Source: an optimization exercise on an open RTL-to-GDS flow (aim: a short achievable clock period). Production flows keep margins and buffers that such runs may drop.
RTL that was checked went through simulation tests only; none was proved equivalent to the original.
Power is estimated from default activity; no workload was simulated.

==> job 9555 <==
==> flow/design.v (excerpt) <==
module s6afb (
    input  wire        clk,
    input  wire [31:0] tick,
    input  wire        init_stb,
    input  wire [3:0]  init_tag,
    input  wire        rx_stb,
    input  wire [3:0]  rx_tag,
    input  wire [7:0]  rx_data,
    input  wire        issue_stb,
    input  wire [7:0]  issue_reg,
    input  wire [15:0] issue_val,
    input  wire        drive_stb,
    input  wire        wd_stb,
    output wire        issue_busy,
    output reg         rx_arm,
    output wire        tx_stb,
    output wire [39:0] tx_data,
    output wire [15:0] acc_x,
    output wire [15:0] acc_y,
    output wire [15:0] acc_z,
    output wire [15:0] gyro_x,
    output wire [15:0] gyro_y,
    output wire [15:0] gyro_z,
    output wire [15:0] angle_x,
    output wire [15:0] angle_y,
    output wire [15:0] angle_z,
    output wire [15:0] mag_x,
    output wire [15:0] mag_y,
    output wire [15:0] mag_z,
    output wire [15:0] temp,
    output wire [15:0] volt,
    output wire [15:0] version,
    output wire [31:0] last_frame_ts,
    output wire [31:0] angle_period,
    output wire [87:0] echo
);
    reg  [3:0] cfg_tag;
    wire       rx_take;
    wire       wd_restart;
    wire       frame_valid;
    always @(posedge clk) begin
        if (init_stb)
            cfg_tag <= init_tag;
        rx_arm <= init_stb || rx_take || wd_restart;
    end
    s6afb_rx u_rx (
        .clk           (clk),
        .init          (init_stb),
        .rx_stb        (rx_stb),
        .rx_tag        (rx_tag),
        .cfg_tag       (cfg_tag),
        .rx_data       (rx_data),
        .tick          (tick),
  ...
clock: 6.5 ns
lec_check: 0
cap_margin: 20
core_margin: 2
core_utilization: 40
setup_slack_margin: 4.0
slew_margin: 20
synth_hierarchical: 1
synth_minimum_keep_size: 0
tns_end_percent: 100
standard.sh (not shown) runs the stock make flow with config.mk's settings and CLKGATE_MAP_FILE= SYNTH_SCRIPT=/design/flow/synth_recipe.tcl, a recipe that flattens the netlist after the stock synthesis.
==> flow/flow/run.sh <==
#!/bin/bash
# The standard layout with two changes:
#  - the slow OR/AND cells (or2..or4, and3, and4 in all their forms) are added
#    to the platform's don't-use list, so mapping and repair build those
#    functions from NAND/NOR/AOI cells;
#  - the port buffers are plain buffers (buf_4) instead of the smallest
#    buffer of the library.
set -euo pipefail
PLATFORM_DONT_USE=$(sed -n '/^export DONT_USE_CELLS/,/^#/p' "$FLOW_HOME/platforms/$FLOW_PLATFORM/config.mk" \
  | grep -o 'sky130_fd_sc_hd__[a-z0-9_]*' | tr '\n' ' ')
EXTRA_DONT_USE=$(cat flow/dont_use.txt)
bash standard.sh \
  "DONT_USE_CELLS=$PLATFORM_DONT_USE $EXTRA_DONT_USE" \
  "BUFFER_PORTS_ARGS=-buffer_cell sky130_fd_sc_hd__buf_4" \
  finish > standard.log 2>&1
==> flow/flow/dont_use.txt <==
sky130_fd_sc_hd__and3_1 sky130_fd_sc_hd__and3_2 sky130_fd_sc_hd__and3_4 sky130_fd_sc_hd__and3b_1 sky130_fd_sc_hd__and3b_2 sky130_fd_sc_hd__and3b_4 sky130_fd_sc_hd__and4_1 sky130_fd_sc_hd__and4_2 sky130_fd_sc_hd__and4_4 sky130_fd_sc_hd__and4b_1 sky130_fd_sc_hd__and4b_2 sky130_fd_sc_hd__and4b_4 sky130_fd_sc_hd__and4bb_1 sky130_fd_sc_hd__and4bb_2 sky130_fd_sc_hd__and4bb_4 sky130_fd_sc_hd__or2_0 sky130_fd_sc_hd__or2_1 sky130_fd_sc_hd__or2_2 sky130_fd_sc_hd__or2_4 sky130_fd_sc_hd__or2b_1 sky130_fd_sc_hd__or2b_2 sky130_fd_sc_hd__or2b_4 sky130_fd_sc_hd__or3_1 sky130_fd_sc_hd__or3_2 sky130_fd_sc_hd__or3_4 sky130_fd_sc_hd__or3b_1 sky130_fd_sc_hd__or3b_2 sky130_fd_sc_hd__or3b_4 sky130_fd_sc_hd__or4_1 sky130_fd_sc_hd__or4_2 sky130_fd_sc_hd__or4_4 sky130_fd_sc_hd__or4b_1 sky130_fd_sc_hd__or4b_2 sky130_fd_sc_hd__or4b_4 sky130_fd_sc_hd__or4bb_1 sky130_fd_sc_hd__or4bb_2 sky130_fd_sc_hd__or4bb_4 
==> job 9818: changes against job 9555 <==
--- a/flow/design.v
+++ b/flow/design.v
@@ -13,57 +13,23 @@
     assign p2 = p1 & {p1[29:0], 2'b11};
     assign g3 = g2 | (p2 & {g2[27:0], 4'b0});
     assign p3 = p2 & {p2[27:0], 4'hF};
     assign g4 = g3 | (p3 & {g3[23:0], 8'b0});
     assign p4 = p3 & {p3[23:0], 8'hFF};
     assign g5 = g4 | (p4 & {g4[15:0], 16'b0});
     assign d = p0 ^ {g5[30:0], 1'b1};
 endmodule
-module s6afb_fcheck (
-    input  wire       rx_stb,
-    input  wire [3:0] rx_tag,
-    input  wire [3:0] cfg_tag,
-    input  wire [7:0] rx_data,
-    input  wire       last,        
-    input  wire [7:0] type_b,      
-    input  wire [7:0] csum,        
-    output wire       take,        
-    output wire       valid,
-    output wire       up_acc,
-    output wire       up_gyro,
-    output wire       up_angle,
-    output wire       up_mag,
-    output wire       up_echo
-);
-    localparam [7:0] TYPE_ACC   = 8'h51;
-    localparam [7:0] TYPE_GYRO  = 8'h52;
-    localparam [7:0] TYPE_ANGLE = 8'h53;
-    localparam [7:0] TYPE_MAG   = 8'h54;
-    localparam [7:0] TYPE_ECHO  = 8'h5F;
-    wire tag_ok = (rx_tag == cfg_tag);
-    wire sum_ok = (rx_data == csum);
-    assign take     = rx_stb && tag_ok;
-    assign valid    = rx_stb && tag_ok && sum_ok && last;
-    assign up_acc   = rx_stb && tag_ok && sum_ok && last && (type_b == TYPE_ACC);
-    assign up_gyro  = rx_stb && tag_ok && sum_ok && last && (type_b == TYPE_GYRO);
-    assign up_angle = rx_stb && tag_ok && sum_ok && last && (type_b == TYPE_ANGLE);
-    assign up_mag   = rx_stb && tag_ok && sum_ok && last && (type_b == TYPE_MAG);
-    assign up_echo  = rx_stb && tag_ok && sum_ok && last && (type_b == TYPE_ECHO);
-endmodule
 module s6afb_rx (
     input  wire        clk,
     input  wire        init,         
-    input  wire        rx_stb,
-    input  wire [3:0]  rx_tag,
-    input  wire [3:0]  cfg_tag,
+    input  wire        rx_take,      
     input  wire [7:0]  rx_data,
     input  wire [31:0] tick,
     input  wire        wd_restart,   
-    output wire        rx_take,      
     output wire        frame_valid,
     output reg  [15:0] acc_x,
     output reg  [15:0] acc_y,
     output reg  [15:0] acc_z,
     output reg  [15:0] gyro_x,
     output reg  [15:0] gyro_y,
     output reg  [15:0] gyro_z,
     output reg  [15:0] angle_x,
@@ -75,40 +41,43 @@
     output reg  [15:0] temp,
     output reg  [15:0] volt,
     output reg  [15:0] version,
     output reg  [31:0] last_frame_ts,
     output reg  [31:0] angle_period,
     output reg  [87:0] echo           
 );
     localparam [7:0] SYNC       = 8'h55;
+    localparam [7:0] TYPE_ACC   = 8'h51;
+    localparam [7:0] TYPE_GYRO  = 8'h52;
+    localparam [7:0] TYPE_ANGLE = 8'h53;
+    localparam [7:0] TYPE_MAG   = 8'h54;
+    localparam [7:0] TYPE_ECHO  = 8'h5F;
     reg [10:0] cur;
     reg [7:0]  b1, b2, b3, b4, b5, b6, b7, b8, b9;
-    reg [7:0]  csum;
+    reg [7:0]  sum_lo, sum_last;
+    reg [7:0]  sum_x, sum_g, sum_o;
     reg [31:0] ats_a, ats_b;
     reg        ats_sel;
     wire [31:0] angle_ts = ats_sel ? ats_b : ats_a;
+    wire [7:0] cin = {sum_g[6:0] | (sum_o[6:0] & ~rx_data[6:0]), 1'b0};
+    wire       sum_ok = ((sum_x ^ rx_data) == cin);
+    wire [7:0] sum_next = cur[0] ? 8'd0 : sum_lo + sum_last;
     wire accept = rx_take && !(cur[0] && (rx_data != SYNC));
-    wire up_acc, up_gyro, up_angle, up_mag, up_echo;
-    s6afb_fcheck u_fcheck (
-        .rx_stb   (rx_stb),
-        .rx_tag   (rx_tag),
-        .cfg_tag  (cfg_tag),
-        .rx_data  (rx_data),
-        .last     (cur[10]),
-        .type_b   (b1),
-        .csum     (csum),
-        .take     (rx_take),
-        .valid    (frame_valid),
-        .up_acc   (up_acc),
-        .up_gyro  (up_gyro),
-        .up_angle (up_angle),
-        .up_mag   (up_mag),
-        .up_echo  (up_echo)
-    );
+    assign frame_valid = rx_take && cur[10] && sum_ok;
+    wire t_acc   = (b1 == TYPE_ACC);
+    wire t_gyro  = (b1 == TYPE_GYRO);
+    wire t_angle = (b1 == TYPE_ANGLE);
+    wire t_mag   = (b1 == TYPE_MAG);
+    wire t_echo  = (b1 == TYPE_ECHO);
+    wire up_acc   = frame_valid && t_acc;
+    wire up_gyro  = frame_valid && t_gyro;
+    wire up_angle = frame_valid && t_angle;
+    wire up_mag   = frame_valid && t_mag;
+    wire up_echo  = frame_valid && t_echo;
     wire [15:0] f0 = {b3, b2};
     wire [15:0] f1 = {b5, b4};
     wire [15:0] f2 = {b7, b6};
     wire [15:0] f3 = {b9, b8};
     wire [31:0] period;
     s6afb_sub32 u_period (.a(tick), .b(angle_ts), .d(period));
     always @(posedge clk) begin
         if (cur[1]) b1 <= rx_data;
@@ -116,17 +85,21 @@
         if (cur[3]) b3 <= rx_data;
         if (cur[4]) b4 <= rx_data;
         if (cur[5]) b5 <= rx_data;
         if (cur[6]) b6 <= rx_data;
         if (cur[7]) b7 <= rx_data;
         if (cur[8]) b8 <= rx_data;
         if (cur[9]) b9 <= rx_data;
         if (accept) begin
-            csum <= (cur[0] ? 8'd0 : csum) + rx_data;
+            sum_lo   <= sum_next;
+            sum_last <= rx_data;
+            sum_x    <= sum_next ^ rx_data;
+            sum_g    <= sum_next & rx_data;
+            sum_o    <= sum_next | rx_data;
         end
         if (ats_sel)
             ats_a <= tick;
         else
             ats_b <= tick;
         if (init || wd_restart)
             cur <= 11'd1;
         else if (accept)
@@ -333,34 +306,31 @@
     output wire [15:0] temp,
     output wire [15:0] volt,
     output wire [15:0] version,
     output wire [31:0] last_frame_ts,
     output wire [31:0] angle_period,
     output wire [87:0] echo
 );
     reg  [3:0] cfg_tag;
-    wire       rx_take;
+    wire       rx_take = rx_stb && (rx_tag == cfg_tag);
     wire       wd_restart;
     wire       frame_valid;
     always @(posedge clk) begin
         if (init_stb)
             cfg_tag <= init_tag;
         rx_arm <= init_stb || rx_take || wd_restart;
     end
     s6afb_rx u_rx (
         .clk           (clk),
         .init          (init_stb),
-        .rx_stb        (rx_stb),
-        .rx_tag        (rx_tag),
-        .cfg_tag       (cfg_tag),
+        .rx_take       (rx_take),
         .rx_data       (rx_data),
         .tick          (tick),
         .wd_restart    (wd_restart),
-        .rx_take       (rx_take),
         .frame_valid   (frame_valid),
         .acc_x         (acc_x),
         .acc_y         (acc_y),
         .acc_z         (acc_z),
         .gyro_x        (gyro_x),
         .gyro_y        (gyro_y),
         .gyro_z        (gyro_z),
         .angle_x       (angle_x),
==> flow/flow/run.sh (replaced) <==
#!/bin/bash
# The standard layout, with the port buffers made as plain buffers
# (buf_4) instead of the smallest buffer the library offers.
bash standard.sh "BUFFER_PORTS_ARGS=-buffer_cell sky130_fd_sc_hd__buf_4" finish > standard.log 2>&1
ABC_CLOCK_PERIOD_IN_PS = 1500   (was default)
SETUP_SLACK_MARGIN = 3.5   (was 4.0)
SYNTH_HIERARCHICAL = default   (was 1)
SYNTH_MINIMUM_KEEP_SIZE = default   (was 0)
removed: flow/flow/dont_use.txt
==> summary of the runs <==
Synthesized cell count: job 9818 is larger than job 9555 (about 4%).
In job 9555 the register-to-register slack is higher than in job 9818, by 0.58 ns.
Cell count: job 9818 is higher than job 9555 (about 0.3%).
Of job 9555 and job 9818, job 9555 has the higher total power (gap 2.2%, measured against job 9818).
Combinational power: job 9818 is lower than job 9555 (20%).
Of job 9818 and job 9555, job 9818 has the higher via count (gap about 6%, measured against job 9555).
In critical path depth, job 9555 and job 9818 do not differ.
Against job 9555, the routed wire length of job 9818 is higher by about 7%.
Of job 9555 and job 9818, job 9818 has the higher sequential power (gap 3.3%, measured against job 9818).
==> figures <==
                                                                              job 9555                  job 9818
Status                                                        timing/DRC/antenna clean  timing/DRC/antenna clean
Clock network power                                                          0.00644 W                 0.00614 W
Number of instances resized during post-cts repair                                 987                       247
Total number of clock tree sinks                                                   988                      1018
Post-layout worst setup margin                                                3.641 ns                  2.875 ns
Most repeated cell in the gate-level netlist after synthesis  sky130_fd_sc_hd__dfxtp_1  sky130_fd_sc_hd__nand2_1
Post-synth EDFFs                                                                   398                       428
Yosys warns                                                                         10                         4
Non-clock buffer share                                                          0.1735                    0.1396
DIE AREA                                                                    105600 µm²                104700 µm²
DIE WIDTH                                                                     325.0 µm                  323.6 µm
Part of the power in the clock network                                           0.450                     0.439
Multi-input combinational cell area                                          18190 µm²                 17690 µm²
Inverters excl. clock                                                              147                        82
Crit-path max cell delay                                                       0.29 ns                   0.60 ns
Post-CTS Setup Bufs                                                                170                        99
Total non-filler cell area in the finished layout                            58770 µm²                 55730 µm²
Max_slew headroom                                                               0.3098                    0.2295
Met2 routing resource usage after global routing                                0.4312                    0.3934
Depth of the worst hold-timing path                                                  2                         1
Function not checked in job 9818: the RTL went through the layout flow alone.

afterwards: timing with drivers on the ports:
Ports are ideal in the flow. The routed layouts listed here were re-timed in OpenROAD.
Step 1 (the two cells are an assumption about what drives the block):
set clk [get_ports {clk}]
set_driving_cell -lib_cell sky130_fd_sc_hd__clkbuf_16 $clk
set_driving_cell -lib_cell sky130_fd_sc_hd__buf_2 [delete_from_list [all_inputs] $clk]
Step 2 adds t to the input delays and takes it off the output delays; t is the mean of the earliest and latest rising clock arrival at the registers after step 1. Input paths then give back, and output paths get back, about the clock's delay inside the block.
Three values: ideal, step 1, step 2; two values: the first two.
| run | t (ns) | slack for setup (ns) | latest minus earliest clock arrival (ns) | worst data-port slew with drivers (ns) |
|---|---|---|---|---|
| job 9555 | 0.757 | 3.641 / 3.629 / 2.872 | 0.062 / 0.062 | 0.17 |
| job 9818 | 0.784 | 2.875 / 2.817 / 2.033 | 0.052 / 0.052 | 0.14 |
After both steps every run listed still meets setup and hold. The setup slack of job 9818, which loses most, moves by -0.058 ns with the drivers and by -0.842 ns with both steps.
